What follows belongs to an exercise in optimizing a design on an open flow for small area, a short achievable clock period and few clock cycles per item; a production flow would make more cautious choices.
At most, simulation tests tie the RTL to the original design; equivalence was not proved.
No activity file was given, so power comes from the tool's default toggle rates.

==> flow/design.v <==
module dither_brush_builder (
    input  wire        clk,
    input  wire        rst_n,
    input  wire        cmd_valid,
    output wire        cmd_ready,
    input  wire [63:0] cmd_word,
    input  wire [3:0]  rsel,
    output reg  [31:0] rdata,
    output wire        fb_valid,
    input  wire        fb_ready,
    output wire [31:0] fb_offset,
    output wire [2:0]  fb_bit,
    output wire [3:0]  fb_pixel
);
    function [3:0] bayer(input [1:0] row, input [1:0] col);
        bayer = {col[0] ^ row[0], row[0], col[1] ^ row[1], row[1]};
    endfunction
    function ge_thr(input [3:0] l, input [3:0] b);
        reg g;
        integer i;
        begin
            g = &l & &b;
            for (i = 0; i < 4; i = i + 1)
                g = b[i] ? (l[i] & g) : (l[i] | g);
            ge_thr = g;
        end
    endfunction
    function ge11(input [10:0] a, input [10:0] b);
        reg g;
        integer i;
        begin
            g = 1'b1;
            for (i = 0; i < 11; i = i + 1)
                g = (a[i] & ~b[i]) | ((a[i] | ~b[i]) & g);
            ge11 = g;
        end
    endfunction
    function [31:0] rom(input [3:0] l);
        integer k;
        reg [4:0] kk;
        begin
            for (k = 0; k < 32; k = k + 1) begin
                kk = k;
                rom[k] = ge_thr(l, bayer(kk[4:3], kk[1:0]));
            end
        end
    endfunction
    function [9:0] dstep(input [8:0] r, input [8:0] d);
        reg [9:0] t, df;
        reg bw, dj;
        integer j;
        begin
            t  = {r, 1'b0};
            bw = 1'b0;
            for (j = 0; j < 10; j = j + 1) begin
                dj    = (j < 9) ? d[j] : 1'b0;
                df[j] = t[j] ^ dj ^ bw;
                bw    = (~t[j] & dj) | (~(t[j] ^ dj) & bw);
            end
            dstep = {!bw, bw ? t[8:0] : df[8:0]};
        end
    endfunction
    function [9:0] fstep(input [8:0] r, input [8:0] d);
        reg [9:0] t;
        reg [10:0] bw;      
        reg q;
        integer j;
        begin
            t = {r, 1'b0};
            bw[0] = 1'b0;
            for (j = 0; j < 10; j = j + 1)
                bw[j+1] = (~t[j] & (j < 9 ? d[j] : 1'b0)) |
                          ((~t[j] | (j < 9 ? d[j] : 1'b0)) & bw[j]);
            q = !bw[10];
            for (j = 0; j < 9; j = j + 1)
                fstep[j] = t[j] ^ (q & (d[j] ^ bw[j]));
            fstep[9] = q;
        end
    endfunction
    function [10:0] div2(input [8:0] r, input [8:0] d);
        reg [9:0] s1, s2;
        begin
            s1 = dstep(r, d);
            s2 = fstep(s1[8:0], d);
            div2 = {s1[9], s2[9], s2[8:0]};
        end
    endfunction
    reg        ready_q, fbv_q, exec_q;
    reg        bvalid_q, high_q, pvalid_q, rvalid_q;
    reg [1:0]  ecode_q;           
    reg [2:0]  lastop_q;
    reg [3:0]  la_q, lb_q, lm_q;
    reg [1:0]  mx_q;
    reg [3:0]  ls_q;              
    reg [3:0]  bidx_q, pix_q, rlvl_q;
    reg [22:0] off_q;
    reg [2:0]  bit_q;
    reg [1:0]  ty_q;
    reg [8:0]  d_q;
    reg [1:0]  qha_q, qhb_q;
    reg [3:0]  mlv_q;
    reg [1:0]  smx_q;
    reg [8:0]  rma_q, rmb_q;
    assign cmd_ready = ready_q;
    assign fb_valid  = fbv_q;
    wire [2:0]  op  = cmd_word[2:0];
    wire [7:0]  cb  = cmd_word[15:8];
    wire [7:0]  cg  = cmd_word[23:16];
    wire [7:0]  cr  = cmd_word[31:24];
    wire [15:0] cx  = cmd_word[47:32];
    wire [15:0] cy  = cmd_word[63:48];
    wire illegal  = op[2] & (op[1] | op[0]);
    wire rsv_nz   = |cmd_word[7:3];
    wire no_brush = (op == 3'd3) & !bvalid_q;
    wire [1:0] ecode = illegal ? 2'd1 : rsv_nz ? 2'd2 : no_brush ? 2'd3 : 2'd0;
    wire ok = !illegal & !rsv_nz & !no_brush;
    wire accept = cmd_valid & ready_q;
    wire is_build = ok & !op[2] & !(op[1] & op[0]);    
    wire is_plot  = ok & !op[2] & (op[1] ^ op[0]);     
    wire is_pix   = ok & !op[2] & (op[1] | op[0]);     
    wire is_romrd = ok & op[2];
    wire gt_rg = !ge11({3'd0, cg}, {3'd0, cr});
    wire gt_rb = !ge11({3'd0, cb}, {3'd0, cr});
    wire gt_gb = !ge11({3'd0, cb}, {3'd0, cg});
    wire sel_r = gt_rg & gt_rb;
    wire sel_b = !sel_r & !(!gt_rg & gt_gb);
    wire [7:0] v = sel_r ? cr : !sel_b ? cg : cb;
    wire [7:0] ca = sel_r ? cg : cr;
    wire [7:0] cc = sel_b ? cg : cb;
    wire       high = cr[7] | cg[7] | cb[7];
    wire [8:0] den = high ? {1'b0, v} + 9'd8 : 9'd128;
    wire [3:0] base = high ? {1'b1, cr[7], cg[7], cb[7]} : {1'b0, cr[6], cg[6], cb[6]};
    wire near = (|cr[7:5]) & (|cg[7:5]) & (|cb[7:5]);
    wire [3:0] nbidx = (!high && base == 4'd0 && near) ? 4'h8 : base;
    function [18:0] off_hi(input [15:0] y, input [8:0] xh);
        reg [18:0] a, b, e, s, cc;
        reg c;
        integer i;
        begin
            a  = {3'b0, y};
            b  = {1'b0, y, 2'b0};
            e  = {10'b0, xh};
            s  = a ^ b ^ e;
            cc = ((a & b) | (a & e) | (b & e)) << 1;
            c  = 1'b0;
            for (i = 0; i < 19; i = i + 1) begin
                off_hi[i] = s[i] ^ cc[i] ^ c;
                c = (s[i] & cc[i]) | (s[i] & c) | (cc[i] & c);
            end
        end
    endfunction
    wire [22:0] noff = {off_hi(cy, cx[15:7]), cx[6:3]};
    wire [8:0]  du  = exec_q ? d_q   : den;
    wire [10:0] ua  = div2(exec_q ? rma_q : {1'b0, ca}, du);
    wire [10:0] ub  = div2(exec_q ? rmb_q : {1'b0, cc}, du);
    wire [3:0] nla = {qha_q, ua[10:9]};
    wire [3:0] nlb = {qhb_q, ub[10:9]};
    wire [3:0] lr = mx_q[1] ? lm_q : la_q;
    wire [3:0] lg = mx_q[1] ? la_q : mx_q[0] ? lb_q : lm_q;
    wire [3:0] lbl = mx_q[0] ? lm_q : lb_q;
    wire [3:0] bn = bayer(ty_q, bit_q[1:0]);
    wire [3:0] tt = (bn == 4'd15) ? 4'd15 : bn + 4'd1;
    reg [9:0] d3;
    reg       c3;
    integer   k3;
    always @(*) begin
        d3[0] = d_q[0];
        c3 = 1'b0;
        for (k3 = 1; k3 < 10; k3 = k3 + 1) begin
            d3[k3] = (k3 < 9 ? d_q[k3] : 1'b0) ^ d_q[k3-1] ^ c3;
            c3 = ((k3 < 9 ? d_q[k3] : 1'b0) & d_q[k3-1]) | (((k3 < 9 ? d_q[k3] : 1'b0) | d_q[k3-1]) & c3);
        end
    end
    wire [10:0] tm = (tt[1:0] == 2'd1) ? {2'b0, d_q} :
                     (tt[1:0] == 2'd2) ? {1'b0, d_q, 1'b0} : {1'b0, d3};
    function fast_ge(input [1:0] qh, input [8:0] rm);
        reg lo;
        begin
            lo = (tt[1:0] == 2'd0) | ge11({rm, 2'b00}, tm);
            fast_ge = (qh > tt[3:2]) | ((qh == tt[3:2]) & lo);
        end
    endfunction
    wire pa = fast_ge(qha_q, rma_q);
    wire pb = fast_ge(qhb_q, rmb_q);
    wire pm = ge_thr(mlv_q, bn);
    wire [3:0] plot_pix = {!ge_thr(~ls_q, bn),
                           smx_q[1] ? pm : pa,
                           smx_q[1] ? pa : smx_q[0] ? pb : pm,
                           smx_q[0] ? pm : pb};
    wire [3:0] samp_pix = {!ge_thr(~ls_q, bn), ge_thr(lr, bn), ge_thr(lg, bn), ge_thr(lbl, bn)};
    wire [3:0] pix_new = !lastop_q[1] ? plot_pix : !lastop_q[0] ? bidx_q : samp_pix;
    wire exec_ok = exec_q & (ecode_q == 2'd0);
    wire lvl_en  = exec_ok & !lastop_q[2] & !(lastop_q[1] & lastop_q[0]);
    wire pix_en  = exec_ok & !lastop_q[2] & (lastop_q[1] | lastop_q[0]);
    assign fb_offset = {9'd0, off_q};
    assign fb_bit    = bit_q;
    assign fb_pixel  = exec_q ? pix_new : pix_q;
    always @(posedge clk or negedge rst_n) begin
        if (!rst_n) begin
            ready_q  <= 1'b0;
            fbv_q    <= 1'b0;
            bvalid_q <= 1'b0;
            high_q   <= 1'b0;
            pvalid_q <= 1'b0;
            rvalid_q <= 1'b0;
            ecode_q  <= 2'd0;
            lastop_q <= 3'd0;
        end else if (ready_q) begin
            if (cmd_valid) begin
                ready_q  <= 1'b0;
                fbv_q    <= is_plot;
                lastop_q <= op;
                ecode_q  <= ecode;
                if (is_build) begin
                    bvalid_q <= 1'b1;
                    high_q   <= high;
                end
                if (is_pix)
                    pvalid_q <= 1'b1;
                if (is_romrd)
                    rvalid_q <= 1'b1;
            end
        end else if (fbv_q) begin
            if (fb_ready) begin
                fbv_q   <= 1'b0;
                ready_q <= 1'b1;
            end
        end else begin
            ready_q <= 1'b1;
        end
    end
    always @(posedge clk) begin
        exec_q <= accept;
        d_q   <= den;
        qha_q <= ua[10:9];
        qhb_q <= ub[10:9];
        rma_q <= ua[8:0];
        rmb_q <= ub[8:0];
        mlv_q <= high ? 4'd15 : v[6:3];
        smx_q <= {sel_r, sel_b};
        ty_q  <= cy[1:0];
        if (accept && is_build) begin
            ls_q   <= high ? v[6:3] : 4'd0;
            bidx_q <= nbidx;
        end
        if (accept && is_romrd)
            rlvl_q <= cmd_word[11:8];
        if (ready_q) begin
            off_q <= noff;
            bit_q <= cx[2:0];
        end
        if (lvl_en) begin
            la_q <= nla;
            lb_q <= nlb;
            lm_q <= mlv_q;
            mx_q <= smx_q;
        end
        if (pix_en)
            pix_q <= pix_new;
    end
    wire [31:0] status = {21'd0, rvalid_q, pvalid_q, lastop_q, 1'b0, ecode_q,
                          (ecode_q != 2'd0), high_q, bvalid_q};
    wire [7:0] sel = {8{!rsel[3]}} & (8'd1 << rsel[2:0]);
    always @(*) begin
        rdata = ({32{sel[0]}} & status)
              | ({32{sel[1]}} & rom(lbl))
              | ({32{sel[2]}} & rom(lg))
              | ({32{sel[3]}} & rom(lr))
              | ({32{sel[4]}} & ~rom(~ls_q))
              | ({32{sel[5]}} & {28'd0, bidx_q})
              | ({32{sel[6]}} & {28'd0, pix_q})
              | ({32{sel[7]}} & rom(rlvl_q));
    end
endmodule
Settings: LEC_CHECK=0, CAP_MARGIN=20, CORE_MARGIN=2, CORE_UTILIZATION=55, SLEW_MARGIN=20; clock period 27.0 ns.
standard.sh (not shown) runs the stock make flow with config.mk's settings and CLKGATE_MAP_FILE= SYNTH_SCRIPT=/design/flow/synth_recipe.tcl, a recipe that flattens the netlist after the stock synthesis.
==> flow/flow/run.sh <==
#!/bin/bash
# Standard ORFS layout (the standard.sh, unchanged synthesis), with the
# port buffers inserted as buf_1 cells instead of the default delay buffers
# and timing repair aimed at a setup margin.
set -euo pipefail
bash standard.sh \
    "BUFFER_PORTS_ARGS=-buffer_cell sky130_fd_sc_hd__buf_1" \
    SETUP_SLACK_MARGIN=14 \
    finish > standard_flow.log 2>&1
==> next run, changes <==
--- a/flow/design.v
+++ b/flow/design.v
@@ -87,21 +87,19 @@
     endfunction
     reg        ready_q, fbv_q, exec_q;
     reg        bvalid_q, high_q, pvalid_q, rvalid_q;
     reg [1:0]  ecode_q;           
     reg [2:0]  lastop_q;
-    reg [3:0]  la_q, lb_q, lm_q;
+    reg [3:0]  la_q, lb_q;
     reg [1:0]  mx_q;
-    reg [3:0]  ls_q;              
+    reg [3:0]  vl_q;
     reg [3:0]  bidx_q, pix_q, rlvl_q;
     reg [22:0] off_q;
     reg [2:0]  bit_q;
     reg [1:0]  ty_q;
     reg [8:0]  d_q;
     reg [1:0]  qha_q, qhb_q;
-    reg [3:0]  mlv_q;
-    reg [1:0]  smx_q;
     reg [8:0]  rma_q, rmb_q;
     assign cmd_ready = ready_q;
     assign fb_valid  = fbv_q;
     wire [2:0]  op  = cmd_word[2:0];
     wire [7:0]  cb  = cmd_word[15:8];
@@ -153,10 +151,12 @@
     wire [8:0]  du  = exec_q ? d_q   : den;
     wire [10:0] ua  = div2(exec_q ? rma_q : {1'b0, ca}, du);
     wire [10:0] ub  = div2(exec_q ? rmb_q : {1'b0, cc}, du);
     wire [3:0] nla = {qha_q, ua[10:9]};
     wire [3:0] nlb = {qhb_q, ub[10:9]};
+    wire [3:0] ls_q = high_q ? vl_q : 4'd0;
+    wire [3:0] lm_q = high_q ? 4'd15 : vl_q;
     wire [3:0] lr = mx_q[1] ? lm_q : la_q;
     wire [3:0] lg = mx_q[1] ? la_q : mx_q[0] ? lb_q : lm_q;
     wire [3:0] lbl = mx_q[0] ? lm_q : lb_q;
     wire [3:0] bn = bayer(ty_q, bit_q[1:0]);
     wire [3:0] tt = (bn == 4'd15) ? 4'd15 : bn + 4'd1;
@@ -180,15 +180,15 @@
             fast_ge = (qh > tt[3:2]) | ((qh == tt[3:2]) & lo);
         end
     endfunction
     wire pa = fast_ge(qha_q, rma_q);
     wire pb = fast_ge(qhb_q, rmb_q);
-    wire pm = ge_thr(mlv_q, bn);
+    wire pm = ge_thr(lm_q, bn);
     wire [3:0] plot_pix = {!ge_thr(~ls_q, bn),
-                           smx_q[1] ? pm : pa,
-                           smx_q[1] ? pa : smx_q[0] ? pb : pm,
-                           smx_q[0] ? pm : pb};
+                           mx_q[1] ? pm : pa,
+                           mx_q[1] ? pa : mx_q[0] ? pb : pm,
+                           mx_q[0] ? pm : pb};
     wire [3:0] samp_pix = {!ge_thr(~ls_q, bn), ge_thr(lr, bn), ge_thr(lg, bn), ge_thr(lbl, bn)};
     wire [3:0] pix_new = !lastop_q[1] ? plot_pix : !lastop_q[0] ? bidx_q : samp_pix;
     wire exec_ok = exec_q & (ecode_q == 2'd0);
     wire lvl_en  = exec_ok & !lastop_q[2] & !(lastop_q[1] & lastop_q[0]);
     wire pix_en  = exec_ok & !lastop_q[2] & (lastop_q[1] | lastop_q[0]);
@@ -234,15 +234,14 @@
         d_q   <= den;
         qha_q <= ua[10:9];
         qhb_q <= ub[10:9];
         rma_q <= ua[8:0];
         rmb_q <= ub[8:0];
-        mlv_q <= high ? 4'd15 : v[6:3];
-        smx_q <= {sel_r, sel_b};
         ty_q  <= cy[1:0];
         if (accept && is_build) begin
-            ls_q   <= high ? v[6:3] : 4'd0;
+            vl_q   <= v[6:3];
+            mx_q   <= {sel_r, sel_b};
             bidx_q <= nbidx;
         end
         if (accept && is_romrd)
             rlvl_q <= cmd_word[11:8];
         if (ready_q) begin
@@ -250,12 +249,10 @@
             bit_q <= cx[2:0];
         end
         if (lvl_en) begin
             la_q <= nla;
             lb_q <= nlb;
-            lm_q <= mlv_q;
-            mx_q <= smx_q;
         end
         if (pix_en)
             pix_q <= pix_new;
     end
     wire [31:0] status = {21'd0, rvalid_q, pvalid_q, lastop_q, 1'b0, ecode_q,
First-iteration DRC count goes down by 8.3%. Design area is lower by 4.1%. Global-route usage is higher by 1.5 points. Non-clock buffer count falls by 5. Sequential share of layout area came out lower by 1.3 points. Register-to-register slack improves by 0.46 ns. Power shrinks by 3.0%. Cell count went down by 1.6%. Worst setup slack degrades by 0.037 ns.
Testbench counts after the change, summed over its fixed seeds: cycles 24,016, items 12,000.
Only the layout flow was run in the first run of this note; the RTL was not checked for function there.

[re-timing with driven ports]
No port has a modelled driver above. Below, the same layouts with a new extraction and two added sets of constraints.
Step 1 sets driving cells, clkbuf_16 on the clock port and buf_2 on the other inputs (assumed; they add their load-dependent delay and slew).
Step 2 also shifts input and output timing later by t, the mid clock arrival at the registers, as if the neighbouring blocks saw the same clock.
Slacks: ideal ports / drivers / drivers and shift; pairs: ideal ports / drivers.
| run | shift t [ns] | setup slack, ns | latest minus earliest clock arrival (ns) | pins driven straight from the clock port |
|---|---|---|---|---|
| the first run | 0.402 | 14.135 / 14.107 / 13.842 | 0.012 / 0.011 | 1 |
| the second run | 0.399 | 14.099 / 14.067 / 13.953 | 0.005 / 0.005 | 1 |
After both steps every run listed still meets setup and hold. For the first run, which loses most, drivers alone change the setup slack by -0.028 ns; drivers and shift together by -0.293 ns.
